This is an optimization exercise on Yosys and OpenROAD, whose aim is small area, a short achievable clock period and few clock cycles per item, not a production implementation.
Only simulation tests tie the RTL to the original design; equivalence was not proved.

==> flow/design.v (outline; a module is shown in full before it is edited, if it fits) <==
// module fix_rnd24: 28 lines
// module fix_to_f32: 23 lines
// module fix_y_to_f32: 15 lines
// module fp32_kround: 33 lines
// module kp_395: 671 lines
// module kp_581: 790 lines
// module kpm_1: 1085 lines
// module kpm_2: 1129 lines
// module kp_299: 192 lines
// module kp_587: 184 lines
// module kp_114: 232 lines
// module fp32_add: 70 lines
// module fp32_subh: 66 lines
// module rca: 20 lines
// module csc_clip16: 22 lines
// module fwd_dr: 266 lines
// module fwd_dg: 266 lines
// module fwd_db: 266 lines
// module fwd_s1: 547 lines
// module fwd_s2: 406 lines
// module csc_fwd: 24 lines
// module fix_s36_to_f32: 9 lines
// module csc_inv_b: 24 lines
// module csc_inv: 25 lines
// module csc_top: 128 lines
module csc_top (
    input  wire        clk,
    input  wire        rst,
    input  wire        in_valid,
    output wire        in_ready,
    input  wire        in_mode,      
    input  wire [31:0] in_c0,
    input  wire [31:0] in_c1,
    input  wire [31:0] in_c2,
    input  wire [15:0] in_alpha,
    output reg         out_valid,
    input  wire        out_ready,
    output reg         out_mode,
    output reg  [31:0] out_c0,
    output reg  [31:0] out_c1,
    output reg  [31:0] out_c2,
    output reg  [15:0] out_alpha
);
  // ...
==> flow/run.sh <==
#!/bin/bash
# synth_recipe.tcl (not shown) runs the flow's synth.tcl, then flattens the netlist and writes it again
# the make line also repeats each setting of config.mk as NAME=value (left out here)
make -C /OpenROAD-flow-scripts/flow DESIGN_CONFIG=/design/flow/config.mk WORK_HOME=/design/flow/orfs CLKGATE_MAP_FILE= SYNTH_SCRIPT=/design/flow/synth_recipe.tcl finish
==> flow/config.mk <==
export PLATFORM = sky130hd
export DESIGN_NAME = csc_top
export DESIGN_NICKNAME = csc_top
export VERILOG_FILES = /design/flow/design.v
export SDC_FILE = /design/flow/constraint.sdc
export NUM_CORES = 4
export LEC_CHECK = 0
export ABC_AREA = 1
export CAP_MARGIN = 20
export CORE_MARGIN = 2
export CORE_UTILIZATION = 60
export PLACE_DENSITY = 0.75
export SLEW_MARGIN = 20
==> flow/constraint.sdc <==
create_clock -name core_clock -period 160.0 [get_ports {clk}]
set_input_delay 32.0000 -clock core_clock [delete_from_list [all_inputs] [get_ports {clk}]]
set_output_delay 32.0000 -clock core_clock [all_outputs]
set_load 0.01 [all_outputs]
==> impl_metrics.toml, run 1 <==
[placed_design]
io_buffers = 231
dp_slack_ns = 125.30
hpwl_microns = 361000

[sta]
whs_ns = 0.401
slew_headroom = 0.122

[clocking]
tritoncts = "built"
cts_root_buffer = "clkbuf_16"
post_cts_buffers = 0
clk_pin_slew_ns = 0.06
post_cts_resized = 0

[setup_path]
worst-path-max-fanout = 7
setup.worst_path.class = "input pin to register"
crit_path_end = "u_fwd.u_s1.dg[6]$_DFF_P_"
worstRegToRegCells = 139
crit_arrival_ns = 34.58

[route]
drt-met1-wl_microns = 171000
highest_layer = "met5"
dr_wl_met3_microns = 36200
detail_route.wl_per_cell_microns = 19.6

[run]
cap_viol_max_count = 0

[logic_synthesis]
synthArstFlopShare = 0
synth_seq_cells = 657
yosysMostFrequentCell = "nand2_1"
synth_area_leaders = "nand2_1, fa_1, edfxtp_1, inv_1, ha_1"
synth_flop_cell = "edfxtp_1"
synthMuxAreaShare = 0.00243

[outcome]
status = "complete, no violations"

[layout]
inverters = 3370
Testbench counts, summed over its fixed seeds: cycles 16,416, items 16,384.
==> module fwd_s1, before the edit <==
module fwd_s1 (
    input  wire [7:0]  r,
    input  wire [7:0]  g,
    input  wire [8:0]  dr,
    input  wire [8:0]  dg,
    output wire [33:0] s
);
    wire t1;
    wire t2;
    wire t3;
    wire t4;
    wire t5;
    wire t6;
    wire t7;
    wire t8;
    wire t9;
    wire t10;
    wire t11;
    wire t12;
    wire t13;
    wire t14;
    wire t15;
    wire t16;
    wire t17;
    wire t18;
    wire t19;
    wire t20;
    wire t21;
    wire t22;
    wire t23;
    wire t24;
    wire t25;
    wire t26;
    wire t27;
    wire t28;
    wire t29;
    wire t30;
    wire t31;
    wire t32;
    wire t33;
    wire t34;
    wire t35;
    wire t36;
    wire t37;
    wire t38;
    wire t39;
    wire t40;
    wire t41;
    wire t42;
    wire t43;
    wire t44;
    wire t45;
    wire t46;
    wire t47;
    wire t48;
    wire t49;
    wire t50;
    wire t51;
    wire t52;
    wire t53;
    wire t54;
    wire t55;
    wire t56;
    wire t57;
    wire t58;
    wire t59;
    wire t60;
    wire t61;
    wire t62;
    wire t63;
    wire t64;
    wire t65;
    wire t66;
    wire t67;
    wire t68;
    wire t69;
    wire t70;
    wire t71;
    wire t72;
    wire t73;
    wire t74;
    wire t75;
    wire t76;
    wire t77;
    wire t78;
    wire t79;
    wire t80;
    wire t81;
    wire t82;
    wire t83;
    wire t84;
    wire t85;
    wire t86;
    wire t87;
    wire t88;
    wire t89;
    wire t90;
    wire t91;
    wire t92;
    wire t93;
    wire t94;
    wire t95;
    wire t96;
    wire t97;
    wire t98;
    wire t99;
    wire t100;
    wire t101;
    wire t102;
    wire t103;
    wire t104;
    wire t105;
    wire t106;
    wire t107;
    wire t108;
    wire t109;
    wire t110;
    wire t111;
    wire t112;
    wire t113;
    wire t114;
    wire t115;
    wire t116;
    wire t117;
    wire t118;
    wire t119;
    wire t120;
    wire t121;
    wire t122;
    wire t123;
    wire t124;
    wire t125;
    wire t126;
    wire t127;
    wire t128;
    wire t129;
    wire t130;
    wire t131;
    wire t132;
    wire t133;
    wire t134;
    wire t135;
    wire t136;
    wire t137;
    wire t138;
    wire t139;
    wire t140;
    wire t141;
    wire t142;
    wire t143;
    wire t144;
    wire t145;
    wire t146;
    wire t147;
    wire t148;
    wire t149;
    wire t150;
    wire t151;
    wire t152;
    wire t153;
    wire t154;
    wire t155;
    wire t156;
    wire t157;
    wire t158;
    wire t159;
    wire t160;
    wire t161;
    wire t162;
    wire t163;
    wire t164;
    wire t165;
    wire t166;
    wire t167;
    wire t168;
    wire t169;
    wire t170;
    wire t171;
    wire t172;
    wire t173;
    wire t174;
    wire t175;
    wire t176;
    wire t177;
    wire t178;
    wire t179;
    wire t180;
    wire t181;
    wire t182;
    wire t183;
    wire t184;
    wire t185;
    wire t186;
    wire t187;
    wire t188;
    wire t189;
    wire t190;
    wire t191;
    wire t192;
    wire t193;
    wire t194;
    wire t195;
    wire t196;
    wire t197;
    wire t198;
    wire t199;
    wire t200;
    wire t201;
    wire t202;
    wire t203;
    wire t204;
    wire t205;
    wire t206;
    wire t207;
    wire t208;
    wire t209;
    wire t210;
    wire t211;
    wire t212;
    wire t213;
    wire t214;
    wire t215;
    wire t216;
    wire t217;
    wire t218;
    wire t219;
    wire t220;
    wire t221;
    wire t222;
    wire t223;
    wire t224;
    wire t225;
    wire t226;
    wire t227;
    wire t228;
    wire t229;
    wire t230;
    wire t231;
    wire t232;
    wire t233;
    wire t234;
    wire t235;
    wire t236;
    wire t237;
    wire t238;
    wire t239;
    wire t240;
    wire t241;
    wire t242;
    wire t243;
    wire t244;
    wire t245;
    wire t246;
    wire t247;
    wire t248;
    wire t249;
    wire t250;
    wire t251;
    wire t252;
    wire t253;
    wire t254;
    wire t255;
    wire t256;
    wire t257;
    wire t258;
    wire t259;
    wire t260;
    wire t261;
    wire t262;
    wire t263;
    wire t264;
    wire t265;
    wire t266;
    wire t267;
    wire t268;
    assign t1 = ~r[7] ^ r[4] ^ r[0];
    assign t2 = (~r[7] & r[4]) | (~r[7] & r[0]) | (r[4] & r[0]);
    assign t3 = r[5] ^ r[1] ^ g[6];
    assign t4 = (r[5] & r[1]) | (r[5] & g[6]) | (r[1] & g[6]);
    assign t5 = r[6] ^ r[2] ^ ~r[0];
    assign t6 = (r[6] & r[2]) | (r[6] & ~r[0]) | (r[2] & ~r[0]);
    assign t7 = r[7] ^ r[3] ^ ~r[1];
    assign t8 = (r[7] & r[3]) | (r[7] & ~r[1]) | (r[3] & ~r[1]);
    assign t9 = r[4] ^ ~r[2] ^ ~r[0];
    assign t10 = (r[4] & ~r[2]) | (r[4] & ~r[0]) | (~r[2] & ~r[0]);
    assign t11 = r[5] ^ ~r[3] ^ ~r[1];
    assign t12 = (r[5] & ~r[3]) | (r[5] & ~r[1]) | (~r[3] & ~r[1]);
    assign t13 = r[6] ^ ~r[4] ^ ~r[2];
    assign t14 = (r[6] & ~r[4]) | (r[6] & ~r[2]) | (~r[4] & ~r[2]);
    assign t15 = r[0] ^ g[7];
    assign t16 = r[0] & g[7];
    assign t17 = r[7] ^ ~r[5] ^ ~r[3];
    assign t18 = (r[7] & ~r[5]) | (r[7] & ~r[3]) | (~r[5] & ~r[3]);
    assign t19 = r[1] ^ ~g[6];
    assign t20 = r[1] & ~g[6];
    assign t21 = ~r[6] ^ ~r[4] ^ r[2];
    assign t22 = (~r[6] & ~r[4]) | (~r[6] & r[2]) | (~r[4] & r[2]);
    assign t23 = ~g[7] ^ ~g[5];
    assign t24 = ~g[7] & ~g[5];
    assign t25 = ~r[7] ^ ~r[5] ^ r[3];
    assign t26 = (~r[7] & ~r[5]) | (~r[7] & r[3]) | (~r[5] & r[3]);
    assign t27 = r[0] ^ ~g[6] ^ g[4];
    assign t28 = (r[0] & ~g[6]) | (r[0] & g[4]) | (~g[6] & g[4]);
    assign t29 = ~r[6] ^ r[4] ^ r[1];
    assign t30 = (~r[6] & r[4]) | (~r[6] & r[1]) | (r[4] & r[1]);
    assign t31 = ~r[7] ^ r[5] ^ r[2];
    assign t32 = (~r[7] & r[5]) | (~r[7] & r[2]) | (r[5] & r[2]);
    assign t33 = r[6] ^ r[3] ^ ~r[0];
    assign t34 = (r[6] & r[3]) | (r[6] & ~r[0]) | (r[3] & ~r[0]);
    assign t35 = r[7] ^ r[4];
    assign t36 = r[7] & r[4];
    assign t37 = r[5] ^ ~r[2];
    assign t38 = r[5] & ~r[2];
    assign t39 = r[6] ^ ~r[3] ^ r[1];
    assign t40 = (r[6] & ~r[3]) | (r[6] & r[1]) | (~r[3] & r[1]);
    assign t41 = r[7] ^ ~r[4] ^ r[2];
    assign t42 = (r[7] & ~r[4]) | (r[7] & r[2]) | (~r[4] & r[2]);
    assign t43 = ~r[5] ^ r[3] ^ r[1];
    assign t44 = (~r[5] & r[3]) | (~r[5] & r[1]) | (r[3] & r[1]);
    assign t45 = ~r[6] ^ r[4] ^ r[2];
    assign t46 = (~r[6] & r[4]) | (~r[6] & r[2]) | (r[4] & r[2]);
    assign t47 = ~r[7] ^ r[5] ^ r[3];
    assign t48 = (~r[7] & r[5]) | (~r[7] & r[3]) | (r[5] & r[3]);
    assign t49 = ~r[3] ^ r[0];
    assign t50 = ~r[3] & r[0];
    assign t51 = ~r[4] ^ r[1] ^ g[2];
    assign t52 = (~r[4] & r[1]) | (~r[4] & g[2]) | (r[1] & g[2]);
    assign t53 = ~r[5] ^ r[2] ^ g[3];
    assign t54 = (~r[5] & r[2]) | (~r[5] & g[3]) | (r[2] & g[3]);
    assign t55 = ~r[6] ^ r[3] ^ g[4];
    assign t56 = (~r[6] & r[3]) | (~r[6] & g[4]) | (r[3] & g[4]);
    assign t57 = g[0] ^ dr[6];
    assign t58 = g[0] & dr[6];
    assign t59 = g[5] ^ g[1] ^ dr[7];
    assign t60 = (g[5] & g[1]) | (g[5] & dr[7]) | (g[1] & dr[7]);
    assign t61 = dg[6] ^ 1'b1 ^ t1;
    assign t62 = (dg[6] & 1'b1) | (dg[6] & t1) | (1'b1 & t1);
    assign t63 = g[2] ^ ~g[0] ^ dr[8];
    assign t64 = (g[2] & ~g[0]) | (g[2] & dr[8]) | (~g[0] & dr[8]);
    assign t65 = dg[7] ^ t2 ^ t3;
    assign t66 = (dg[7] & t2) | (dg[7] & t3) | (t2 & t3);
    assign t67 = g[7] ^ g[3] ^ ~g[1];
    assign t68 = (g[7] & g[3]) | (g[7] & ~g[1]) | (g[3] & ~g[1]);
    assign t69 = dg[8] ^ t4 ^ t5;
    assign t70 = (dg[8] & t4) | (dg[8] & t5) | (t4 & t5);
    assign t71 = g[4] ^ ~g[2] ^ ~g[0];
    assign t72 = (g[4] & ~g[2]) | (g[4] & ~g[0]) | (~g[2] & ~g[0]);
    assign t73 = 1'b1 ^ t6 ^ t7;
    assign t74 = (1'b1 & t6) | (1'b1 & t7) | (t6 & t7);
    assign t75 = g[5] ^ ~g[3] ^ ~g[1];
    assign t76 = (g[5] & ~g[3]) | (g[5] & ~g[1]) | (~g[3] & ~g[1]);
    assign t77 = 1'b1 ^ t8 ^ t9;
    assign t78 = (1'b1 & t8) | (1'b1 & t9) | (t8 & t9);
    assign t79 = g[6] ^ ~g[4] ^ ~g[2];
    assign t80 = (g[6] & ~g[4]) | (g[6] & ~g[2]) | (~g[4] & ~g[2]);
    assign t81 = g[0] ^ t10 ^ t11;
    assign t82 = (g[0] & t10) | (g[0] & t11) | (t10 & t11);
    assign t83 = ~g[5] ^ ~g[3] ^ g[1];
    assign t84 = (~g[5] & ~g[3]) | (~g[5] & g[1]) | (~g[3] & g[1]);
    assign t85 = t12 ^ t13 ^ t15;
    assign t86 = (t12 & t13) | (t12 & t15) | (t13 & t15);
    assign t87 = ~g[4] ^ g[2] ^ t14;
    assign t88 = (~g[4] & g[2]) | (~g[4] & t14) | (g[2] & t14);
    assign t89 = t16 ^ t17 ^ t19;
    assign t90 = (t16 & t17) | (t16 & t19) | (t17 & t19);
    assign t91 = g[3] ^ g[0] ^ t18;
    assign t92 = (g[3] & g[0]) | (g[3] & t18) | (g[0] & t18);
    assign t93 = t20 ^ t21 ^ t23;
    assign t94 = (t20 & t21) | (t20 & t23) | (t21 & t23);
    assign t95 = g[1] ^ 1'b1 ^ t22;
    assign t96 = (g[1] & 1'b1) | (g[1] & t22) | (1'b1 & t22);
    assign t97 = t24 ^ t25 ^ t27;
    assign t98 = (t24 & t25) | (t24 & t27) | (t25 & t27);
    assign t99 = ~g[7] ^ g[5] ^ g[2];
    assign t100 = (~g[7] & g[5]) | (~g[7] & g[2]) | (g[5] & g[2]);
    assign t101 = t26 ^ t28 ^ t29;
    assign t102 = (t26 & t28) | (t26 & t29) | (t28 & t29);
    assign t103 = g[6] ^ g[3] ^ ~g[0];
    assign t104 = (g[6] & g[3]) | (g[6] & ~g[0]) | (g[3] & ~g[0]);
    assign t105 = 1'b1 ^ t30 ^ t31;
    assign t106 = (1'b1 & t30) | (1'b1 & t31) | (t30 & t31);
    assign t107 = g[7] ^ g[4] ^ ~g[1];
    assign t108 = (g[7] & g[4]) | (g[7] & ~g[1]) | (g[4] & ~g[1]);
    assign t109 = 1'b1 ^ t32 ^ t33;
    assign t110 = (1'b1 & t32) | (1'b1 & t33) | (t32 & t33);
    assign t111 = ~r[1] ^ g[5] ^ ~g[2];
    assign t112 = (~r[1] & g[5]) | (~r[1] & ~g[2]) | (g[5] & ~g[2]);
    assign t113 = ~g[0] ^ t34 ^ t35;
    assign t114 = (~g[0] & t34) | (~g[0] & t35) | (t34 & t35);
    assign t115 = r[0] ^ g[6] ^ ~g[3];
    assign t116 = (r[0] & g[6]) | (r[0] & ~g[3]) | (g[6] & ~g[3]);
    assign t117 = ~g[1] ^ t36 ^ t37;
    assign t118 = (~g[1] & t36) | (~g[1] & t37) | (t36 & t37);
    assign t119 = g[7] ^ ~g[4] ^ ~g[2];
    assign t120 = (g[7] & ~g[4]) | (g[7] & ~g[2]) | (~g[4] & ~g[2]);
    assign t121 = g[0] ^ t38 ^ t39;
    assign t122 = (g[0] & t38) | (g[0] & t39) | (t38 & t39);
    assign t123 = r[0] ^ ~g[5] ^ ~g[3];
    assign t124 = (r[0] & ~g[5]) | (r[0] & ~g[3]) | (~g[5] & ~g[3]);
    assign t125 = g[1] ^ t40 ^ t41;
    assign t126 = (g[1] & t40) | (g[1] & t41) | (t40 & t41);
    assign t127 = ~g[6] ^ ~g[4] ^ g[2];
    assign t128 = (~g[6] & ~g[4]) | (~g[6] & g[2]) | (~g[4] & g[2]);
    assign t129 = g[0] ^ t42 ^ t43;
    assign t130 = (g[0] & t42) | (g[0] & t43) | (t42 & t43);
    assign t131 = ~g[7] ^ ~g[5] ^ g[3];
    assign t132 = (~g[7] & ~g[5]) | (~g[7] & g[3]) | (~g[5] & g[3]);
    assign t133 = g[1] ^ t44 ^ t45;
    assign t134 = (g[1] & t44) | (g[1] & t45) | (t44 & t45);
    assign t135 = ~g[6] ^ g[4] ^ g[2];
    assign t136 = (~g[6] & g[4]) | (~g[6] & g[2]) | (g[4] & g[2]);
    assign t137 = 1'b1 ^ t46 ^ t47;
    assign t138 = (1'b1 & t46) | (1'b1 & t47) | (t46 & t47);
    assign t139 = r[6] ^ r[4] ^ ~g[7];
    assign t140 = (r[6] & r[4]) | (r[6] & ~g[7]) | (r[4] & ~g[7]);
    assign t141 = g[5] ^ g[3] ^ t48;
    assign t142 = (g[5] & g[3]) | (g[5] & t48) | (g[3] & t48);
    assign t143 = r[7] ^ r[5] ^ g[6];
    assign t144 = (r[7] & r[5]) | (r[7] & g[6]) | (r[5] & g[6]);
    assign t145 = r[6] ^ g[7];
    assign t146 = r[6] & g[7];
    assign t147 = ~r[2] ^ g[0];
    assign t148 = ~r[2] & g[0];
    assign t149 = g[1] ^ dr[3] ^ dg[2];
    assign t150 = (g[1] & dr[3]) | (g[1] & dg[2]) | (dr[3] & dg[2]);
    assign t151 = dr[4] ^ dg[3] ^ t50;
    assign t152 = (dr[4] & dg[3]) | (dr[4] & t50) | (dg[3] & t50);
    assign t153 = dr[5] ^ dg[4] ^ t52;
    assign t154 = (dr[5] & dg[4]) | (dr[5] & t52) | (dg[4] & t52);
    assign t155 = dg[5] ^ t54 ^ t55;
    assign t156 = (dg[5] & t54) | (dg[5] & t55) | (t54 & t55);
    assign t157 = t56 ^ t58 ^ t59;
    assign t158 = (t56 & t58) | (t56 & t59) | (t58 & t59);
    assign t159 = t60 ^ t63 ^ t62;
    assign t160 = (t60 & t63) | (t60 & t62) | (t63 & t62);
    assign t161 = t64 ^ t67 ^ t66;
    assign t162 = (t64 & t67) | (t64 & t66) | (t67 & t66);
    assign t163 = t68 ^ t71 ^ t70;
    assign t164 = (t68 & t71) | (t68 & t70) | (t71 & t70);
    assign t165 = t72 ^ t75 ^ t74;
    assign t166 = (t72 & t75) | (t72 & t74) | (t75 & t74);
    assign t167 = t76 ^ t79 ^ t78;
    assign t168 = (t76 & t79) | (t76 & t78) | (t79 & t78);
    assign t169 = t80 ^ t83 ^ t82;
    assign t170 = (t80 & t83) | (t80 & t82) | (t83 & t82);
    assign t171 = t84 ^ t86 ^ t87;
    assign t172 = (t84 & t86) | (t84 & t87) | (t86 & t87);
    assign t173 = t88 ^ t90 ^ t91;
    assign t174 = (t88 & t90) | (t88 & t91) | (t90 & t91);
    assign t175 = t92 ^ t94 ^ t95;
    assign t176 = (t92 & t94) | (t92 & t95) | (t94 & t95);
    assign t177 = t99 ^ t96 ^ t98;
    assign t178 = (t99 & t96) | (t99 & t98) | (t96 & t98);
    assign t179 = t100 ^ t103 ^ t102;
    assign t180 = (t100 & t103) | (t100 & t102) | (t103 & t102);
    assign t181 = t104 ^ t107 ^ t106;
    assign t182 = (t104 & t107) | (t104 & t106) | (t107 & t106);
    assign t183 = t108 ^ t111 ^ t110;
    assign t184 = (t108 & t111) | (t108 & t110) | (t111 & t110);
    assign t185 = t112 ^ t115 ^ t114;
    assign t186 = (t112 & t115) | (t112 & t114) | (t115 & t114);
    assign t187 = t116 ^ t119 ^ t118;
    assign t188 = (t116 & t119) | (t116 & t118) | (t119 & t118);
    assign t189 = t120 ^ t123 ^ t122;
    assign t190 = (t120 & t123) | (t120 & t122) | (t123 & t122);
    assign t191 = t124 ^ t127 ^ t126;
    assign t192 = (t124 & t127) | (t124 & t126) | (t127 & t126);
    assign t193 = t128 ^ t131 ^ t130;
    assign t194 = (t128 & t131) | (t128 & t130) | (t131 & t130);
    assign t195 = t132 ^ t135 ^ t134;
    assign t196 = (t132 & t135) | (t132 & t134) | (t135 & t134);
    assign t197 = t136 ^ t139 ^ t138;
    assign t198 = (t136 & t139) | (t136 & t138) | (t139 & t138);
    assign t199 = g[4] ^ t140 ^ t143;
    assign t200 = (g[4] & t140) | (g[4] & t143) | (t140 & t143);
    assign t201 = g[5] ^ 1'b1 ^ t144;
    assign t202 = (g[5] & 1'b1) | (g[5] & t144) | (1'b1 & t144);
    assign t203 = r[7] ^ g[6] ^ 1'b1;
    assign t204 = (r[7] & g[6]) | (r[7] & 1'b1) | (g[6] & 1'b1);
    assign t205 = ~r[0] ^ dr[0];
    assign t206 = ~r[0] & dr[0];
    assign t207 = ~r[1] ^ dr[1] ^ dg[0];
    assign t208 = (~r[1] & dr[1]) | (~r[1] & dg[0]) | (dr[1] & dg[0]);
    assign t209 = dr[2] ^ dg[1] ^ t147;
    assign t210 = (dr[2] & dg[1]) | (dr[2] & t147) | (dg[1] & t147);
    assign t211 = t148 ^ t149 ^ t49;
    assign t212 = (t148 & t149) | (t148 & t49) | (t149 & t49);
    assign t213 = t150 ^ t51 ^ t151;
    assign t214 = (t150 & t51) | (t150 & t151) | (t51 & t151);
    assign t215 = t53 ^ t152 ^ t153;
    assign t216 = (t53 & t152) | (t53 & t153) | (t152 & t153);
    assign t217 = t57 ^ t154 ^ t155;
    assign t218 = (t57 & t154) | (t57 & t155) | (t154 & t155);
    assign t219 = t156 ^ t157 ^ t61;
    assign t220 = (t156 & t157) | (t156 & t61) | (t157 & t61);
    assign t221 = t158 ^ t65 ^ t159;
    assign t222 = (t158 & t65) | (t158 & t159) | (t65 & t159);
    assign t223 = t69 ^ t160 ^ t161;
    assign t224 = (t69 & t160) | (t69 & t161) | (t160 & t161);
    assign t225 = t73 ^ t162 ^ t163;
    assign t226 = (t73 & t162) | (t73 & t163) | (t162 & t163);
    assign t227 = t77 ^ t164 ^ t165;
    assign t228 = (t77 & t164) | (t77 & t165) | (t164 & t165);
    assign t229 = t81 ^ t166 ^ t167;
    assign t230 = (t81 & t166) | (t81 & t167) | (t166 & t167);
    assign t231 = t85 ^ t168 ^ t169;
    assign t232 = (t85 & t168) | (t85 & t169) | (t168 & t169);
    assign t233 = t89 ^ t170 ^ t171;
    assign t234 = (t89 & t170) | (t89 & t171) | (t170 & t171);
    assign t235 = t93 ^ t172 ^ t173;
    assign t236 = (t93 & t172) | (t93 & t173) | (t172 & t173);
    assign t237 = t97 ^ t174 ^ t175;
    assign t238 = (t97 & t174) | (t97 & t175) | (t174 & t175);
    assign t239 = t101 ^ t176 ^ t177;
    assign t240 = (t101 & t176) | (t101 & t177) | (t176 & t177);
    assign t241 = t105 ^ t178 ^ t179;
    assign t242 = (t105 & t178) | (t105 & t179) | (t178 & t179);
    assign t243 = t109 ^ t180 ^ t181;
    assign t244 = (t109 & t180) | (t109 & t181) | (t180 & t181);
    assign t245 = t113 ^ t182 ^ t183;
    assign t246 = (t113 & t182) | (t113 & t183) | (t182 & t183);
    assign t247 = t117 ^ t184 ^ t185;
    assign t248 = (t117 & t184) | (t117 & t185) | (t184 & t185);
    assign t249 = t121 ^ t186 ^ t187;
    assign t250 = (t121 & t186) | (t121 & t187) | (t186 & t187);
    assign t251 = t125 ^ t188 ^ t189;
    assign t252 = (t125 & t188) | (t125 & t189) | (t188 & t189);
    assign t253 = t129 ^ t190 ^ t191;
    assign t254 = (t129 & t190) | (t129 & t191) | (t190 & t191);
    assign t255 = t133 ^ t192 ^ t193;
    assign t256 = (t133 & t192) | (t133 & t193) | (t192 & t193);
    assign t257 = t137 ^ t194 ^ t195;
    assign t258 = (t137 & t194) | (t137 & t195) | (t194 & t195);
    assign t259 = t141 ^ t196 ^ t197;
    assign t260 = (t141 & t196) | (t141 & t197) | (t196 & t197);
    assign t261 = t199 ^ t142 ^ t198;
    assign t262 = (t199 & t142) | (t199 & t198) | (t142 & t198);
    assign t263 = t145 ^ t200 ^ t201;
    assign t264 = (t145 & t200) | (t145 & t201) | (t200 & t201);
    assign t265 = t203 ^ t146 ^ t202;
    assign t266 = (t203 & t146) | (t203 & t202) | (t146 & t202);
    assign t267 = g[7] ^ 1'b1 ^ t204;
    assign t268 = (g[7] & 1'b1) | (g[7] & t204) | (1'b1 & t204);
    wire [33:0] r0 = {1'b1, t268, t266, t264, t262, t260, t258, t256, t254, t252, t250, t248, t246, t244, t242, t240, t238, t236, t234, t232, t230, t228, t226, t224, t222, t220, t218, t216, t214, t212, t210, t208, t206, t205};
    wire [33:0] r1 = {1'b0, 1'b1, t267, t265, t263, t261, t259, t257, t255, t253, t251, t249, t247, t245, t243, t241, t239, t237, t235, t233, t231, t229, t227, t225, t223, t221, t219, t217, t215, t213, t211, t209, t207, 1'b1};
    assign s = r0 + r1;
endmodule
==> module fwd_s2, before the edit <==
module fwd_s2 (
    input  wire [33:0] y,
    input  wire [7:0]  b,
    input  wire [8:0]  db,
    output wire [35:0] s
);
    wire t1;
    wire t2;
    wire t3;
    wire t4;
    wire t5;
    wire t6;
    wire t7;
    wire t8;
    wire t9;
    wire t10;
    wire t11;
    wire t12;
    wire t13;
    wire t14;
    wire t15;
    wire t16;
    wire t17;
    wire t18;
    wire t19;
    wire t20;
    wire t21;
    wire t22;
    wire t23;
    wire t24;
    wire t25;
    wire t26;
    wire t27;
    wire t28;
    wire t29;
    wire t30;
    wire t31;
    wire t32;
    wire t33;
    wire t34;
    wire t35;
    wire t36;
    wire t37;
    wire t38;
    wire t39;
    wire t40;
    wire t41;
    wire t42;
    wire t43;
    wire t44;
    wire t45;
    wire t46;
    wire t47;
    wire t48;
    wire t49;
    wire t50;
    wire t51;
    wire t52;
    wire t53;
    wire t54;
    wire t55;
    wire t56;
    wire t57;
    wire t58;
    wire t59;
    wire t60;
    wire t61;
    wire t62;
    wire t63;
    wire t64;
    wire t65;
    wire t66;
    wire t67;
    wire t68;
    wire t69;
    wire t70;
    wire t71;
    wire t72;
    wire t73;
    wire t74;
    wire t75;
    wire t76;
    wire t77;
    wire t78;
    wire t79;
    wire t80;
    wire t81;
    wire t82;
    wire t83;
    wire t84;
    wire t85;
    wire t86;
    wire t87;
    wire t88;
    wire t89;
    wire t90;
    wire t91;
    wire t92;
    wire t93;
    wire t94;
    wire t95;
    wire t96;
    wire t97;
    wire t98;
    wire t99;
    wire t100;
    wire t101;
    wire t102;
    wire t103;
    wire t104;
    wire t105;
    wire t106;
    wire t107;
    wire t108;
    wire t109;
    wire t110;
    wire t111;
    wire t112;
    wire t113;
    wire t114;
    wire t115;
    wire t116;
    wire t117;
    wire t118;
    wire t119;
    wire t120;
    wire t121;
    wire t122;
    wire t123;
    wire t124;
    wire t125;
    wire t126;
    wire t127;
    wire t128;
    wire t129;
    wire t130;
    wire t131;
    wire t132;
    wire t133;
    wire t134;
    wire t135;
    wire t136;
    wire t137;
    wire t138;
    wire t139;
    wire t140;
    wire t141;
    wire t142;
    wire t143;
    wire t144;
    wire t145;
    wire t146;
    wire t147;
    wire t148;
    wire t149;
    wire t150;
    wire t151;
    wire t152;
    wire t153;
    wire t154;
    wire t155;
    wire t156;
    wire t157;
    wire t158;
    wire t159;
    wire t160;
    wire t161;
    wire t162;
    wire t163;
    wire t164;
    wire t165;
    wire t166;
    wire t167;
    wire t168;
    wire t169;
    wire t170;
    wire t171;
    wire t172;
    wire t173;
    wire t174;
    wire t175;
    wire t176;
    wire t177;
    wire t178;
    wire t179;
    wire t180;
    wire t181;
    wire t182;
    wire t183;
    wire t184;
    wire t185;
    wire t186;
    wire t187;
    wire t188;
    wire t189;
    wire t190;
    wire t191;
    wire t192;
    wire t193;
    wire t194;
    wire t195;
    wire t196;
    wire t197;
    wire t198;
    assign t1 = y[4] ^ b[6];
    assign t2 = y[4] & b[6];
    assign t3 = y[5] ^ b[7] ^ b[5];
    assign t4 = (y[5] & b[7]) | (y[5] & b[5]) | (b[7] & b[5]);
    assign t5 = y[6] ^ b[6] ^ b[4];
    assign t6 = (y[6] & b[6]) | (y[6] & b[4]) | (b[6] & b[4]);
    assign t7 = y[7] ^ b[7];
    assign t8 = y[7] & b[7];
    assign t9 = y[2] ^ b[4];
    assign t10 = y[2] & b[4];
    assign t11 = y[3] ^ b[5] ^ b[3];
    assign t12 = (y[3] & b[5]) | (y[3] & b[3]) | (b[5] & b[3]);
    assign t13 = b[4] ^ b[2] ^ ~b[0];
    assign t14 = (b[4] & b[2]) | (b[4] & ~b[0]) | (b[2] & ~b[0]);
    assign t15 = db[6] ^ 1'b1;
    assign t16 = db[6] & 1'b1;
    assign t17 = b[3] ^ ~b[1] ^ db[7];
    assign t18 = (b[3] & ~b[1]) | (b[3] & db[7]) | (~b[1] & db[7]);
    assign t19 = 1'b1 ^ t2 ^ t3;
    assign t20 = (1'b1 & t2) | (1'b1 & t3) | (t2 & t3);
    assign t21 = ~b[2] ^ b[0] ^ db[8];
    assign t22 = (~b[2] & b[0]) | (~b[2] & db[8]) | (b[0] & db[8]);
    assign t23 = 1'b1 ^ t4 ^ t5;
    assign t24 = (1'b1 & t4) | (1'b1 & t5) | (t4 & t5);
    assign t25 = b[5] ^ ~b[3] ^ b[1];
    assign t26 = (b[5] & ~b[3]) | (b[5] & b[1]) | (~b[3] & b[1]);
    assign t27 = 1'b1 ^ t6 ^ t7;
    assign t28 = (1'b1 & t6) | (1'b1 & t7) | (t6 & t7);
    assign t29 = y[8] ^ b[6] ^ ~b[4];
    assign t30 = (y[8] & b[6]) | (y[8] & ~b[4]) | (b[6] & ~b[4]);
    assign t31 = b[2] ^ 1'b1 ^ t8;
    assign t32 = (b[2] & 1'b1) | (b[2] & t8) | (1'b1 & t8);
    assign t33 = y[9] ^ b[7] ^ ~b[5];
    assign t34 = (y[9] & b[7]) | (y[9] & ~b[5]) | (b[7] & ~b[5]);
    assign t35 = b[3] ^ ~b[0];
    assign t36 = b[3] & ~b[0];
    assign t37 = y[10] ^ ~b[6] ^ b[4];
    assign t38 = (y[10] & ~b[6]) | (y[10] & b[4]) | (~b[6] & b[4]);
    assign t39 = y[11] ^ ~b[7];
    assign t40 = y[11] & ~b[7];
    assign t41 = y[12] ^ b[6];
    assign t42 = y[12] & b[6];
    assign t43 = y[13] ^ b[7];
    assign t44 = y[13] & b[7];
    assign t45 = y[17] ^ ~b[4];
    assign t46 = y[17] & ~b[4];
    assign t47 = y[18] ^ ~b[5] ^ b[3];
    assign t48 = (y[18] & ~b[5]) | (y[18] & b[3]) | (~b[5] & b[3]);
    assign t49 = y[19] ^ ~b[6] ^ b[4];
    assign t50 = (y[19] & ~b[6]) | (y[19] & b[4]) | (~b[6] & b[4]);
    assign t51 = y[20] ^ ~b[7] ^ b[5];
    assign t52 = (y[20] & ~b[7]) | (y[20] & b[5]) | (~b[7] & b[5]);
    assign t53 = y[21] ^ b[6] ^ b[4];
    assign t54 = (y[21] & b[6]) | (y[21] & b[4]) | (b[6] & b[4]);
    assign t55 = y[22] ^ b[7] ^ b[5];
    assign t56 = (y[22] & b[7]) | (y[22] & b[5]) | (b[7] & b[5]);
    assign t57 = ~b[3] ^ b[0];
    assign t58 = ~b[3] & b[0];
    assign t59 = y[23] ^ b[6] ^ ~b[4];
    assign t60 = (y[23] & b[6]) | (y[23] & ~b[4]) | (b[6] & ~b[4]);
    assign t61 = b[1] ^ 1'b1;
    assign t62 = b[1] & 1'b1;
    assign t63 = y[24] ^ b[7] ^ ~b[5];
    assign t64 = (y[24] & b[7]) | (y[24] & ~b[5]) | (b[7] & ~b[5]);
    assign t65 = b[2] ^ 1'b1;
    assign t66 = b[2] & 1'b1;
    assign t67 = y[25] ^ ~b[6] ^ b[3];
    assign t68 = (y[25] & ~b[6]) | (y[25] & b[3]) | (~b[6] & b[3]);
    assign t69 = y[26] ^ ~b[7];
    assign t70 = y[26] & ~b[7];
    assign t71 = y[0] ^ b[2];
    assign t72 = y[0] & b[2];
    assign t73 = y[1] ^ b[3] ^ b[1];
    assign t74 = (y[1] & b[3]) | (y[1] & b[1]) | (b[3] & b[1]);
    assign t75 = b[2] ^ b[0] ^ db[4];
    assign t76 = (b[2] & b[0]) | (b[2] & db[4]) | (b[0] & db[4]);
    assign t77 = b[1] ^ db[5] ^ t10;
    assign t78 = (b[1] & db[5]) | (b[1] & t10) | (db[5] & t10);
    assign t79 = t12 ^ t13 ^ t15;
    assign t80 = (t12 & t13) | (t12 & t15) | (t13 & t15);
    assign t81 = t14 ^ t16 ^ t17;
    assign t82 = (t14 & t16) | (t14 & t17) | (t16 & t17);
    assign t83 = t18 ^ t21 ^ t20;
    assign t84 = (t18 & t21) | (t18 & t20) | (t21 & t20);
    assign t85 = t22 ^ t25 ^ t24;
    assign t86 = (t22 & t25) | (t22 & t24) | (t25 & t24);
    assign t87 = t26 ^ t29 ^ t28;
    assign t88 = (t26 & t29) | (t26 & t28) | (t29 & t28);
    assign t89 = t30 ^ t33 ^ t35;
    assign t90 = (t30 & t33) | (t30 & t35) | (t33 & t35);
    assign t91 = ~b[1] ^ t34 ^ t36;
    assign t92 = (~b[1] & t34) | (~b[1] & t36) | (t34 & t36);
    assign t93 = b[5] ^ ~b[2] ^ t38;
    assign t94 = (b[5] & ~b[2]) | (b[5] & t38) | (~b[2] & t38);
    assign t95 = ~b[3] ^ 1'b1 ^ t40;
    assign t96 = (~b[3] & 1'b1) | (~b[3] & t40) | (1'b1 & t40);
    assign t97 = ~b[4] ^ ~b[0] ^ t42;
    assign t98 = (~b[4] & ~b[0]) | (~b[4] & t42) | (~b[0] & t42);
    assign t99 = y[14] ^ ~b[5] ^ ~b[1];
    assign t100 = (y[14] & ~b[5]) | (y[14] & ~b[1]) | (~b[5] & ~b[1]);
    assign t101 = y[15] ^ ~b[6] ^ ~b[2];
    assign t102 = (y[15] & ~b[6]) | (y[15] & ~b[2]) | (~b[6] & ~b[2]);
    assign t103 = y[16] ^ ~b[7] ^ ~b[3];
    assign t104 = (y[16] & ~b[7]) | (y[16] & ~b[3]) | (~b[7] & ~b[3]);
    assign t105 = b[2] ^ b[0] ^ 1'b1;
    assign t106 = (b[2] & b[0]) | (b[2] & 1'b1) | (b[0] & 1'b1);
    assign t107 = b[1] ^ 1'b1 ^ t46;
    assign t108 = (b[1] & 1'b1) | (b[1] & t46) | (1'b1 & t46);
    assign t109 = b[2] ^ ~b[0] ^ t48;
    assign t110 = (b[2] & ~b[0]) | (b[2] & t48) | (~b[0] & t48);
    assign t111 = b[3] ^ ~b[1] ^ t50;
    assign t112 = (b[3] & ~b[1]) | (b[3] & t50) | (~b[1] & t50);
    assign t113 = ~b[2] ^ 1'b1 ^ t52;
    assign t114 = (~b[2] & 1'b1) | (~b[2] & t52) | (1'b1 & t52);
    assign t115 = 1'b1 ^ t54 ^ t55;
    assign t116 = (1'b1 & t54) | (1'b1 & t55) | (t54 & t55);
    assign t117 = t56 ^ t58 ^ t59;
    assign t118 = (t56 & t58) | (t56 & t59) | (t58 & t59);
    assign t119 = t60 ^ t62 ^ t63;
    assign t120 = (t60 & t62) | (t60 & t63) | (t62 & t63);
    assign t121 = 1'b1 ^ t64 ^ t66;
    assign t122 = (1'b1 & t64) | (1'b1 & t66) | (t64 & t66);
    assign t123 = b[4] ^ 1'b1 ^ t68;
    assign t124 = (b[4] & 1'b1) | (b[4] & t68) | (1'b1 & t68);
    assign t125 = y[27] ^ b[5];
    assign t126 = y[27] & b[5];
    assign t127 = y[28] ^ b[6];
    assign t128 = y[28] & b[6];
    assign t129 = y[29] ^ b[7];
    assign t130 = y[29] & b[7];
    assign t131 = b[0] ^ db[2];
    assign t132 = b[0] & db[2];
    assign t133 = db[3] ^ t72 ^ t73;
    assign t134 = (db[3] & t72) | (db[3] & t73) | (t72 & t73);
    assign t135 = t74 ^ t75 ^ t9;
    assign t136 = (t74 & t75) | (t74 & t9) | (t75 & t9);
    assign t137 = t76 ^ t11 ^ t77;
    assign t138 = (t76 & t11) | (t76 & t77) | (t11 & t77);
    assign t139 = t1 ^ t78 ^ t79;
    assign t140 = (t1 & t78) | (t1 & t79) | (t78 & t79);
    assign t141 = t80 ^ t81 ^ t19;
    assign t142 = (t80 & t81) | (t80 & t19) | (t81 & t19);
    assign t143 = t82 ^ t23 ^ t83;
    assign t144 = (t82 & t23) | (t82 & t83) | (t23 & t83);
    assign t145 = t27 ^ t84 ^ t85;
    assign t146 = (t27 & t84) | (t27 & t85) | (t84 & t85);
    assign t147 = t31 ^ t86 ^ t87;
    assign t148 = (t31 & t86) | (t31 & t87) | (t86 & t87);
    assign t149 = t89 ^ t32 ^ t88;
    assign t150 = (t89 & t32) | (t89 & t88) | (t32 & t88);
    assign t151 = t37 ^ t90 ^ t91;
    assign t152 = (t37 & t90) | (t37 & t91) | (t90 & t91);
    assign t153 = t39 ^ t92 ^ t93;
    assign t154 = (t39 & t92) | (t39 & t93) | (t92 & t93);
    assign t155 = t41 ^ t94 ^ t95;
    assign t156 = (t41 & t94) | (t41 & t95) | (t94 & t95);
    assign t157 = t43 ^ t96 ^ t97;
    assign t158 = (t43 & t96) | (t43 & t97) | (t96 & t97);
    assign t159 = t99 ^ t44 ^ t98;
    assign t160 = (t99 & t44) | (t99 & t98) | (t44 & t98);
    assign t161 = b[0] ^ t100 ^ t101;
    assign t162 = (b[0] & t100) | (b[0] & t101) | (t100 & t101);
    assign t163 = b[1] ^ t102 ^ t103;
    assign t164 = (b[1] & t102) | (b[1] & t103) | (t102 & t103);
    assign t165 = t104 ^ t105 ^ t45;
    assign t166 = (t104 & t105) | (t104 & t45) | (t105 & t45);
    assign t167 = t106 ^ t47 ^ t107;
    assign t168 = (t106 & t47) | (t106 & t107) | (t47 & t107);
    assign t169 = t49 ^ t108 ^ t109;
    assign t170 = (t49 & t108) | (t49 & t109) | (t108 & t109);
    assign t171 = t51 ^ t110 ^ t111;
    assign t172 = (t51 & t110) | (t51 & t111) | (t110 & t111);
    assign t173 = t53 ^ t112 ^ t113;
    assign t174 = (t53 & t112) | (t53 & t113) | (t112 & t113);
    assign t175 = t57 ^ t114 ^ t115;
    assign t176 = (t57 & t114) | (t57 & t115) | (t114 & t115);
    assign t177 = t61 ^ t116 ^ t117;
    assign t178 = (t61 & t116) | (t61 & t117) | (t116 & t117);
    assign t179 = t65 ^ t118 ^ t119;
    assign t180 = (t65 & t118) | (t65 & t119) | (t118 & t119);
    assign t181 = t67 ^ t120 ^ t121;
    assign t182 = (t67 & t120) | (t67 & t121) | (t120 & t121);
    assign t183 = t69 ^ t122 ^ t123;
    assign t184 = (t69 & t122) | (t69 & t123) | (t122 & t123);
    assign t185 = t125 ^ t70 ^ t124;
    assign t186 = (t125 & t70) | (t125 & t124) | (t70 & t124);
    assign t187 = 1'b1 ^ t126 ^ t127;
    assign t188 = (1'b1 & t126) | (1'b1 & t127) | (t126 & t127);
    assign t189 = 1'b1 ^ t128 ^ t129;
    assign t190 = (1'b1 & t128) | (1'b1 & t129) | (t128 & t129);
    assign t191 = y[30] ^ 1'b1 ^ t130;
    assign t192 = (y[30] & 1'b1) | (y[30] & t130) | (1'b1 & t130);
    assign t193 = y[31] ^ 1'b1;
    assign t194 = y[31] & 1'b1;
    assign t195 = y[32] ^ 1'b1;
    assign t196 = y[32] & 1'b1;
    assign t197 = y[33] ^ 1'b1;
    assign t198 = y[33] & 1'b1;
    wire [35:0] r0 = {t196, t194, t192, t190, t188, t186, t184, t182, t180, t178, t176, t174, t172, t170, t168, t166, t164, t162, t160, t158, t156, t154, t152, t150, t148, t146, t144, t142, t140, t138, t136, t134, t132, t131, b[1], b[0]};
    wire [35:0] r1 = {t197, t195, t193, t191, t189, t187, t185, t183, t181, t179, t177, t175, t173, t171, t169, t167, t165, t163, t161, t159, t157, t155, t153, t151, t149, t147, t145, t143, t141, t139, t137, t135, t133, t71, db[1], db[0]};
    assign s = r0 + r1;
endmodule
==> module csc_inv_b, before the edit <==
module csc_inv_b (
    input  wire        mode,
    input  wire [31:0] s1,
    input  wire [31:0] s2,
    input  wire [31:0] s3,
    output wire [31:0] m1,
    output wire [31:0] m2,
    output wire [31:0] m4,
    output wire [31:0] gt
);
    wire [47:0] p1, p2, p3, p4;
    kpm_1  u_p1 (.sel(mode), .x({1'b1, s3[22:0]}), .p(p1));       
    kpm_2  u_p2 (.sel(mode), .x({1'b1, s2[22:0]}), .p(p2));       
    kp_395 u_p3 (.x({1'b1, s2[22:0]}), .p(p3));
    kp_581 u_p4 (.x({1'b1, s3[22:0]}), .p(p4));
    wire [31:0] m3;
    fp32_kround u_m1 (.ek(mode ? 8'd127 : 8'd126), .tzk(mode ? 2'd0 : 2'd1),
                      .x(s3), .p(p1), .y(m1));
    fp32_kround u_m2 (.ek(mode ? 8'd128 : 8'd125), .tzk(mode ? 2'd1 : 2'd0),
                      .x(s2), .p(p2), .y(m2));
    fp32_kround u_m3 (.ek(8'd125), .tzk(2'd0), .x(s2), .p(p3), .y(m3));
    fp32_kround u_m4 (.ek(8'd126), .tzk(2'd1), .x(s3), .p(p4), .y(m4));
    fp32_add #(.RIPPLE(1)) u_gt (.a(s1), .b({~m3[31], m3[30:0]}), .y(gt));
endmodule
==> run 2, diff against run 1 <==
--- a/flow/design.v
+++ b/flow/design.v
@@ -5690,16 +5690,16 @@
     assign t57 = g[0] ^ dr[6];
     assign t58 = g[0] & dr[6];
-    assign t59 = g[5] ^ g[1] ^ dr[7];
-    assign t60 = (g[5] & g[1]) | (g[5] & dr[7]) | (g[1] & dr[7]);
-    assign t61 = dg[6] ^ 1'b1 ^ t1;
-    assign t62 = (dg[6] & 1'b1) | (dg[6] & t1) | (1'b1 & t1);
-    assign t63 = g[2] ^ ~g[0] ^ dr[8];
-    assign t64 = (g[2] & ~g[0]) | (g[2] & dr[8]) | (~g[0] & dr[8]);
-    assign t65 = dg[7] ^ t2 ^ t3;
-    assign t66 = (dg[7] & t2) | (dg[7] & t3) | (t2 & t3);
+    assign t59 = g[5] ^ g[1] ^ 1'b1;
+    assign t60 = (g[5] & g[1]) | (g[5] & 1'b1) | (g[1] & 1'b1);
+    assign t61 = t1 ^ dr[7] ^ dg[6];
+    assign t62 = (t1 & dr[7]) | (t1 & dg[6]) | (dr[7] & dg[6]);
+    assign t63 = g[2] ^ ~g[0] ^ t2;
+    assign t64 = (g[2] & ~g[0]) | (g[2] & t2) | (~g[0] & t2);
+    assign t65 = t3 ^ dr[8] ^ dg[7];
+    assign t66 = (t3 & dr[8]) | (t3 & dg[7]) | (dr[8] & dg[7]);
     assign t67 = g[7] ^ g[3] ^ ~g[1];
     assign t68 = (g[7] & g[3]) | (g[7] & ~g[1]) | (g[3] & ~g[1]);
-    assign t69 = dg[8] ^ t4 ^ t5;
-    assign t70 = (dg[8] & t4) | (dg[8] & t5) | (t4 & t5);
+    assign t69 = t4 ^ t5 ^ dg[8];
+    assign t70 = (t4 & t5) | (t4 & dg[8]) | (t5 & dg[8]);
     assign t71 = g[4] ^ ~g[2] ^ ~g[0];
     assign t72 = (g[4] & ~g[2]) | (g[4] & ~g[0]) | (~g[2] & ~g[0]);
@@ -5780,20 +5780,20 @@
     assign t147 = ~r[2] ^ g[0];
     assign t148 = ~r[2] & g[0];
-    assign t149 = g[1] ^ dr[3] ^ dg[2];
-    assign t150 = (g[1] & dr[3]) | (g[1] & dg[2]) | (dr[3] & dg[2]);
-    assign t151 = dr[4] ^ dg[3] ^ t50;
-    assign t152 = (dr[4] & dg[3]) | (dr[4] & t50) | (dg[3] & t50);
-    assign t153 = dr[5] ^ dg[4] ^ t52;
-    assign t154 = (dr[5] & dg[4]) | (dr[5] & t52) | (dg[4] & t52);
-    assign t155 = dg[5] ^ t54 ^ t55;
-    assign t156 = (dg[5] & t54) | (dg[5] & t55) | (t54 & t55);
-    assign t157 = t56 ^ t58 ^ t59;
-    assign t158 = (t56 & t58) | (t56 & t59) | (t58 & t59);
+    assign t149 = g[1] ^ t49 ^ dr[3];
+    assign t150 = (g[1] & t49) | (g[1] & dr[3]) | (t49 & dr[3]);
+    assign t151 = t50 ^ t51 ^ dr[4];
+    assign t152 = (t50 & t51) | (t50 & dr[4]) | (t51 & dr[4]);
+    assign t153 = t52 ^ t53 ^ dr[5];
+    assign t154 = (t52 & t53) | (t52 & dr[5]) | (t53 & dr[5]);
+    assign t155 = t54 ^ t55 ^ dg[5];
+    assign t156 = (t54 & t55) | (t54 & dg[5]) | (t55 & dg[5]);
+    assign t157 = t56 ^ t59 ^ t58;
+    assign t158 = (t56 & t59) | (t56 & t58) | (t59 & t58);
     assign t159 = t60 ^ t63 ^ t62;
     assign t160 = (t60 & t63) | (t60 & t62) | (t63 & t62);
-    assign t161 = t64 ^ t67 ^ t66;
-    assign t162 = (t64 & t67) | (t64 & t66) | (t67 & t66);
-    assign t163 = t68 ^ t71 ^ t70;
-    assign t164 = (t68 & t71) | (t68 & t70) | (t71 & t70);
+    assign t161 = t67 ^ t64 ^ t66;
+    assign t162 = (t67 & t64) | (t67 & t66) | (t64 & t66);
+    assign t163 = t68 ^ t71 ^ t73;
+    assign t164 = (t68 & t71) | (t68 & t73) | (t71 & t73);
     assign t165 = t72 ^ t75 ^ t74;
     assign t166 = (t72 & t75) | (t72 & t74) | (t75 & t74);
@@ -5836,26 +5836,26 @@
     assign t203 = r[7] ^ g[6] ^ 1'b1;
     assign t204 = (r[7] & g[6]) | (r[7] & 1'b1) | (g[6] & 1'b1);
-    assign t205 = ~r[0] ^ dr[0];
-    assign t206 = ~r[0] & dr[0];
+    assign t205 = ~r[0] ^ 1'b1;
+    assign t206 = ~r[0] & 1'b1;
     assign t207 = ~r[1] ^ dr[1] ^ dg[0];
     assign t208 = (~r[1] & dr[1]) | (~r[1] & dg[0]) | (dr[1] & dg[0]);
-    assign t209 = dr[2] ^ dg[1] ^ t147;
-    assign t210 = (dr[2] & dg[1]) | (dr[2] & t147) | (dg[1] & t147);
-    assign t211 = t148 ^ t149 ^ t49;
-    assign t212 = (t148 & t149) | (t148 & t49) | (t149 & t49);
-    assign t213 = t150 ^ t51 ^ t151;
-    assign t214 = (t150 & t51) | (t150 & t151) | (t51 & t151);
-    assign t215 = t53 ^ t152 ^ t153;
-    assign t216 = (t53 & t152) | (t53 & t153) | (t152 & t153);
-    assign t217 = t57 ^ t154 ^ t155;
-    assign t218 = (t57 & t154) | (t57 & t155) | (t154 & t155);
-    assign t219 = t156 ^ t157 ^ t61;
-    assign t220 = (t156 & t157) | (t156 & t61) | (t157 & t61);
-    assign t221 = t158 ^ t65 ^ t159;
-    assign t222 = (t158 & t65) | (t158 & t159) | (t65 & t159);
+    assign t209 = t147 ^ dr[2] ^ dg[1];
+    assign t210 = (t147 & dr[2]) | (t147 & dg[1]) | (dr[2] & dg[1]);
+    assign t211 = t148 ^ dg[2] ^ t149;
+    assign t212 = (t148 & dg[2]) | (t148 & t149) | (dg[2] & t149);
+    assign t213 = dg[3] ^ t150 ^ t151;
+    assign t214 = (dg[3] & t150) | (dg[3] & t151) | (t150 & t151);
+    assign t215 = dg[4] ^ t152 ^ t153;
+    assign t216 = (dg[4] & t152) | (dg[4] & t153) | (t152 & t153);
+    assign t217 = t154 ^ t155 ^ t57;
+    assign t218 = (t154 & t155) | (t154 & t57) | (t155 & t57);
+    assign t219 = t156 ^ t61 ^ t157;
+    assign t220 = (t156 & t61) | (t156 & t157) | (t61 & t157);
+    assign t221 = t65 ^ t158 ^ t159;
+    assign t222 = (t65 & t158) | (t65 & t159) | (t158 & t159);
     assign t223 = t69 ^ t160 ^ t161;
     assign t224 = (t69 & t160) | (t69 & t161) | (t160 & t161);
-    assign t225 = t73 ^ t162 ^ t163;
-    assign t226 = (t73 & t162) | (t73 & t163) | (t162 & t163);
+    assign t225 = t163 ^ t70 ^ t162;
+    assign t226 = (t163 & t70) | (t163 & t162) | (t70 & t162);
     assign t227 = t77 ^ t164 ^ t165;
     assign t228 = (t77 & t164) | (t77 & t165) | (t164 & t165);
@@ -5901,5 +5901,5 @@
     assign t268 = (g[7] & 1'b1) | (g[7] & t204) | (1'b1 & t204);
     wire [33:0] r0 = {1'b1, t268, t266, t264, t262, t260, t258, t256, t254, t252, t250, t248, t246, t244, t242, t240, t238, t236, t234, t232, t230, t228, t226, t224, t222, t220, t218, t216, t214, t212, t210, t208, t206, t205};
-    wire [33:0] r1 = {1'b0, 1'b1, t267, t265, t263, t261, t259, t257, t255, t253, t251, t249, t247, t245, t243, t241, t239, t237, t235, t233, t231, t229, t227, t225, t223, t221, t219, t217, t215, t213, t211, t209, t207, 1'b1};
+    wire [33:0] r1 = {1'b0, 1'b1, t267, t265, t263, t261, t259, t257, t255, t253, t251, t249, t247, t245, t243, t241, t239, t237, t235, t233, t231, t229, t227, t225, t223, t221, t219, t217, t215, t213, t211, t209, t207, dr[0]};
     assign s = r0 + r1;
 endmodule
@@ -6122,14 +6122,14 @@
     assign t13 = b[4] ^ b[2] ^ ~b[0];
     assign t14 = (b[4] & b[2]) | (b[4] & ~b[0]) | (b[2] & ~b[0]);
-    assign t15 = db[6] ^ 1'b1;
-    assign t16 = db[6] & 1'b1;
-    assign t17 = b[3] ^ ~b[1] ^ db[7];
-    assign t18 = (b[3] & ~b[1]) | (b[3] & db[7]) | (~b[1] & db[7]);
-    assign t19 = 1'b1 ^ t2 ^ t3;
-    assign t20 = (1'b1 & t2) | (1'b1 & t3) | (t2 & t3);
-    assign t21 = ~b[2] ^ b[0] ^ db[8];
-    assign t22 = (~b[2] & b[0]) | (~b[2] & db[8]) | (b[0] & db[8]);
-    assign t23 = 1'b1 ^ t4 ^ t5;
-    assign t24 = (1'b1 & t4) | (1'b1 & t5) | (t4 & t5);
+    assign t15 = 1'b1 ^ t1;
+    assign t16 = 1'b1 & t1;
+    assign t17 = b[3] ^ ~b[1] ^ 1'b1;
+    assign t18 = (b[3] & ~b[1]) | (b[3] & 1'b1) | (~b[1] & 1'b1);
+    assign t19 = t2 ^ t3 ^ db[7];
+    assign t20 = (t2 & t3) | (t2 & db[7]) | (t3 & db[7]);
+    assign t21 = ~b[2] ^ b[0] ^ 1'b1;
+    assign t22 = (~b[2] & b[0]) | (~b[2] & 1'b1) | (b[0] & 1'b1);
+    assign t23 = t4 ^ t5 ^ db[8];
+    assign t24 = (t4 & t5) | (t4 & db[8]) | (t5 & db[8]);
     assign t25 = b[5] ^ ~b[3] ^ b[1];
     assign t26 = (b[5] & ~b[3]) | (b[5] & b[1]) | (~b[3] & b[1]);
@@ -6182,16 +6182,16 @@
     assign t73 = y[1] ^ b[3] ^ b[1];
     assign t74 = (y[1] & b[3]) | (y[1] & b[1]) | (b[3] & b[1]);
-    assign t75 = b[2] ^ b[0] ^ db[4];
-    assign t76 = (b[2] & b[0]) | (b[2] & db[4]) | (b[0] & db[4]);
-    assign t77 = b[1] ^ db[5] ^ t10;
-    assign t78 = (b[1] & db[5]) | (b[1] & t10) | (db[5] & t10);
+    assign t75 = b[2] ^ b[0] ^ t9;
+    assign t76 = (b[2] & b[0]) | (b[2] & t9) | (b[0] & t9);
+    assign t77 = b[1] ^ t10 ^ t11;
+    assign t78 = (b[1] & t10) | (b[1] & t11) | (t10 & t11);
     assign t79 = t12 ^ t13 ^ t15;
     assign t80 = (t12 & t13) | (t12 & t15) | (t13 & t15);
-    assign t81 = t14 ^ t16 ^ t17;
-    assign t82 = (t14 & t16) | (t14 & t17) | (t16 & t17);
+    assign t81 = t14 ^ t17 ^ t16;
+    assign t82 = (t14 & t17) | (t14 & t16) | (t17 & t16);
     assign t83 = t18 ^ t21 ^ t20;
     assign t84 = (t18 & t21) | (t18 & t20) | (t21 & t20);
-    assign t85 = t22 ^ t25 ^ t24;
-    assign t86 = (t22 & t25) | (t22 & t24) | (t25 & t24);
+    assign t85 = t22 ^ t25 ^ t27;
+    assign t86 = (t22 & t25) | (t22 & t27) | (t25 & t27);
     assign t87 = t26 ^ t29 ^ t28;
     assign t88 = (t26 & t29) | (t26 & t28) | (t29 & t28);
@@ -6238,20 +6238,20 @@
     assign t129 = y[29] ^ b[7];
     assign t130 = y[29] & b[7];
-    assign t131 = b[0] ^ db[2];
-    assign t132 = b[0] & db[2];
-    assign t133 = db[3] ^ t72 ^ t73;
-    assign t134 = (db[3] & t72) | (db[3] & t73) | (t72 & t73);
-    assign t135 = t74 ^ t75 ^ t9;
-    assign t136 = (t74 & t75) | (t74 & t9) | (t75 & t9);
-    assign t137 = t76 ^ t11 ^ t77;
-    assign t138 = (t76 & t11) | (t76 & t77) | (t11 & t77);
-    assign t139 = t1 ^ t78 ^ t79;
-    assign t140 = (t1 & t78) | (t1 & t79) | (t78 & t79);
+    assign t131 = b[0] ^ t71;
+    assign t132 = b[0] & t71;
+    assign t133 = t72 ^ t73 ^ db[3];
+    assign t134 = (t72 & t73) | (t72 & db[3]) | (t73 & db[3]);
+    assign t135 = t74 ^ t75 ^ db[4];
+    assign t136 = (t74 & t75) | (t74 & db[4]) | (t75 & db[4]);
+    assign t137 = t76 ^ t77 ^ db[5];
+    assign t138 = (t76 & t77) | (t76 & db[5]) | (t77 & db[5]);
+    assign t139 = t78 ^ t79 ^ db[6];
+    assign t140 = (t78 & t79) | (t78 & db[6]) | (t79 & db[6]);
     assign t141 = t80 ^ t81 ^ t19;
     assign t142 = (t80 & t81) | (t80 & t19) | (t81 & t19);
     assign t143 = t82 ^ t23 ^ t83;
     assign t144 = (t82 & t23) | (t82 & t83) | (t23 & t83);
-    assign t145 = t27 ^ t84 ^ t85;
-    assign t146 = (t27 & t84) | (t27 & t85) | (t84 & t85);
+    assign t145 = t85 ^ t24 ^ t84;
+    assign t146 = (t85 & t24) | (t85 & t84) | (t24 & t84);
     assign t147 = t31 ^ t86 ^ t87;
     assign t148 = (t31 & t86) | (t31 & t87) | (t86 & t87);
@@ -6307,5 +6307,5 @@
     assign t198 = y[33] & 1'b1;
     wire [35:0] r0 = {t196, t194, t192, t190, t188, t186, t184, t182, t180, t178, t176, t174, t172, t170, t168, t166, t164, t162, t160, t158, t156, t154, t152, t150, t148, t146, t144, t142, t140, t138, t136, t134, t132, t131, b[1], b[0]};
-    wire [35:0] r1 = {t197, t195, t193, t191, t189, t187, t185, t183, t181, t179, t177, t175, t173, t171, t169, t167, t165, t163, t161, t159, t157, t155, t153, t151, t149, t147, t145, t143, t141, t139, t137, t135, t133, t71, db[1], db[0]};
+    wire [35:0] r1 = {t197, t195, t193, t191, t189, t187, t185, t183, t181, t179, t177, t175, t173, t171, t169, t167, t165, t163, t161, t159, t157, t155, t153, t151, t149, t147, t145, t143, t141, t139, t137, t135, t133, db[2], db[1], db[0]};
     assign s = r0 + r1;
 endmodule
@@ -6365,5 +6365,5 @@
     fp32_kround u_m3 (.ek(8'd125), .tzk(2'd0), .x(s2), .p(p3), .y(m3));
     fp32_kround u_m4 (.ek(8'd126), .tzk(2'd1), .x(s3), .p(p4), .y(m4));
-    fp32_add #(.RIPPLE(1)) u_gt (.a(s1), .b({~m3[31], m3[30:0]}), .y(gt));
+    fp32_add #(.RIPPLE(0)) u_gt (.a(s1), .b({~m3[31], m3[30:0]}), .y(gt));
 endmodule
 module csc_inv (
@@ -6435,6 +6435,8 @@
     wire [34:0] fy;
     wire [35:0] fby, fry;
-    csc_fwd u_fwd (.r(a_c0[7:0]), .g(a_c1[7:0]), .b(a_c2[7:0]),
-                   .yq(fy), .bq(fby), .rq(fry));
+    wire [7:0] fr = a_c0[7:0] & {8{~a_mode}};
+    wire [7:0] fg = a_c1[7:0] & {8{~a_mode}};
+    wire [7:0] fb = a_c2[7:0] & {8{~a_mode}};
+    csc_fwd u_fwd (.r(fr), .g(fg), .b(fb), .yq(fy), .bq(fby), .rq(fry));
     wire [31:0] fyf, fbf, frf;
     fix_y_to_f32 u_fy (.x(fy), .f(fyf));
==> impl_metrics.toml, run 2 <==
[logic_synthesis]
synth_seq_cells = 634
synth_common_cells = "nand2_1, inv_1, nand3_1"
synthArstFlopShare = 0
yosysSeqAreaShare = 0.141
syn_area_sq_mm = 0.127
synth_area_leader_cell = "nand2_1"
avgSynthCellArea_sq_um = 6.30
synthCells = 20100
synthDistinctLibCells = 93
synth_flop_cell = "edfxtp_1"
synth-warning-count = 10
yosysMostFrequentCell = "nand2_1"
synth-edff-count = 515
synth_area_leaders = "nand2_1, fa_1, edfxtp_1, inv_1, ha_1"
synth_top_area_frac = 0.161

[clocking]
cts.sinks = 634
tritoncts = "built"
clock_latency_ns = 0.77
post_cts_resized = 0
cts_made_buffers = 74
hold_buffers = 0
post_cts_buffers = 0
clock_path_buffers = 3
clk_pin_slew_ns = 0.07
cts_root_buffer = "clkbuf_16"
htreeDepth = 3

[sta]
finClkSkew_ns = 0.0527
setup_slack_ns = 126.18
max_freq_mhz = 29.6
rsz0062_at_grt = "no"
fin_tns_setup_ns = 0
hold_viol = 0
period_share = 0.211
setup_violations = 0
fin_crit_ns = 33.82
slew_headroom = 0.238
worst_pin_slew_ns = 1.13
finalMaxSlewViolations = 0

[route]
via_per_inst = 5.87
drtAntennaViolNets = 0
dr.pass1.iters = 10
wirelength_microns = 445000
detail_route.wl_per_cell_microns = 19.5
drc_errors = 0
drtIter0Drc = 15200
routed-via-count = 134000

[placed_design]
dp_slack_ns = 125.78
hpwl_microns = 365000
placed_cells = 22700
placed_area_sq_mm = 0.131
place_congestion = 1.06
io_buffers = 231

[layout]
final_cells = 22900
final_area_sq_mm = 0.134
drive_gt1_frac = 0.0314
final_common_cell = "nand2_1"
final_cell_mix = "nand2_1, inv_1, nand3_1"
syn_to_final_growth_pct = 5.77
finalNetCount = 21800

[setup_path]
start_kind = "register"
slowest_delay_ns = 0.60
cp_cell_sequence = "clkdlybuf4s50_1"
required_ns = 128.00
path_buf_inv = 1
worstRegToRegCells = 143
worstSetupEndpointType = "primary output"
setup.worst_path.class = "register to primary output"
slowest_stage = "clkdlybuf4s50_1"
crit_arrival_ns = 1.82
critPathTopFamily = "buffers and inverters"
worst-path-max-fanout = 2
timing.rr.end = "out_c2[1]$_DFFE_PN_"
ff2ff_setup_slack_ns = 128.47
worstReg2RegStart = "c_mode$_DFFE_PN_"

[min_path]
min_to = "c_al[8]$_DFFE_PN_"
hp-class = "register to register"
hold_depth = 0
hp-start = "b_al[8]$_DFFE_PN_"

[floorplan]
die_h_microns = 464
fp.coreArea_sq_mm = 0.210
fp-row-count = 168
initial_core_util = 0.604
fp.dieArea_sq_mm = 0.215
ios = 232
die_w_microns = 464

[outcome]
status = "complete, no violations"

[global_route]
antenna_found_initial = 26
grt_overflow_total = 0
grt_max_degree = 127
track_usage = 0.401
grt_pass1_vias = 124000
grt_pass1_wl_microns = 687000

[run]
cap_viol_max_count = 0
==> run 2: changes by cell type in the layout (fill, tap and decap cells not counted), moves of 54 or more <==
cell	previous run	this run
inv_1	3211	3385
o21ai_0	1401	1563
nand2_1	5277	5425
nand3_1	1918	1789
nor2_1	1655	1760
nand4_1	312	383
inv_2	108	39
o21ai_1	147	78
nor2_2	102	38
a21oi_1	626	680
==> run 2: how the worst max path moves through the flow <==
stage | startpoint | end | cells after the start
3_3_place_gp | out_ready | out_c1[21]$_DFFE_PN_ | 4
6_report | out_valid$_SDFFE_PP0N_ | out_valid | 1
5_1_grt | c_mode$_DFFE_PN_ | out_c2[15]$_DFFE_PN_ | 141
4_1_cts | out_valid$_SDFFE_PP0N_ | out_valid | 1
3_5_place_dp | out_ready | out_c1[21]$_DFFE_PN_ | 4
2_1_floorplan | out_ready | out_alpha[0]$_DFFE_PN_ | 2
==> run 2: metal layers <==
metal / global-route usage / part of all wire / up-vias
met5: 0 / 0.00024 / -
met3: 0.0636 / 0.090 / 1329
met1: 0.512 / 0.39 / 61400
li1: - / - / 64700
met2: 0.652 / 0.45 / 6729
met4: 0.218 / 0.064 / 16
==> run 2: layout make-up <==
type,instances,area [sq um]
Multi-Input combinational cell,15400,93300
Fill cell,20500,75800
Sequential cell,634,17900
Clock inverter,44,603
Inverter,3469,13000
Antenna cell,8,20.0
Tap cell,2805,3510
Timing Repair Buffer,406,3640
Clock buffer,91,2010
==> run 2: cell families after synthesis <==
group,share of synthesized area
flip-flops,0.141
multiplexers,0.00237
AO/OA/AOI/OAI,0.138
adder cells (fa/ha/maj),0.219
other,0.0000296
XOR/XNOR,0.0431
buffers and inverters,0.123
AND/OR/NAND/NOR,0.334
==> run 2: through the flow <==
stage,util,hold slack [ns]
after floorplan,-,0.400
after global placement,0.626,0.401
after detailed placement,0.626,0.405
after CTS,0.639,0.386
after global routing,0.639,0.404
final,0.639,0.385
Testbench counts of run 2, summed over its fixed seeds: cycles 16,416, items 16,384.

==> re-timing with driven ports <==
How much do the figures lean on ideal ports? The routed layouts below were timed once more, with nothing changed but the port constraints. Step 1 (the two cells are an assumption about what drives the block):
set clk [get_ports {clk}]
set_driving_cell -lib_cell sky130_fd_sc_hd__clkbuf_16 $clk
set_driving_cell -lib_cell sky130_fd_sc_hd__buf_2 [delete_from_list [all_inputs] $clk]
Step 2 times the ports against the registers' clock, not the clock port: input delays grow and output delays shrink by t, the midpoint of the rising clock arrivals with the driver on. a / b / c = ideal ports / drivers / drivers and shift; a / b = the first two.
run | shift t [ns] | setup WS [ns] | hold slack, ns
run 1 | 0.865 | 126.080 / 126.170 / 125.305 | 0.401 / 0.401 / 0.401
run 2 | 0.839 | 126.179 / 126.083 / 125.720 | 0.385 / 0.385 / 0.385
After both steps every run listed still meets setup and hold. The setup slack of run 1, which loses most, moves by +0.090 ns with the drivers and by -0.775 ns with both steps.
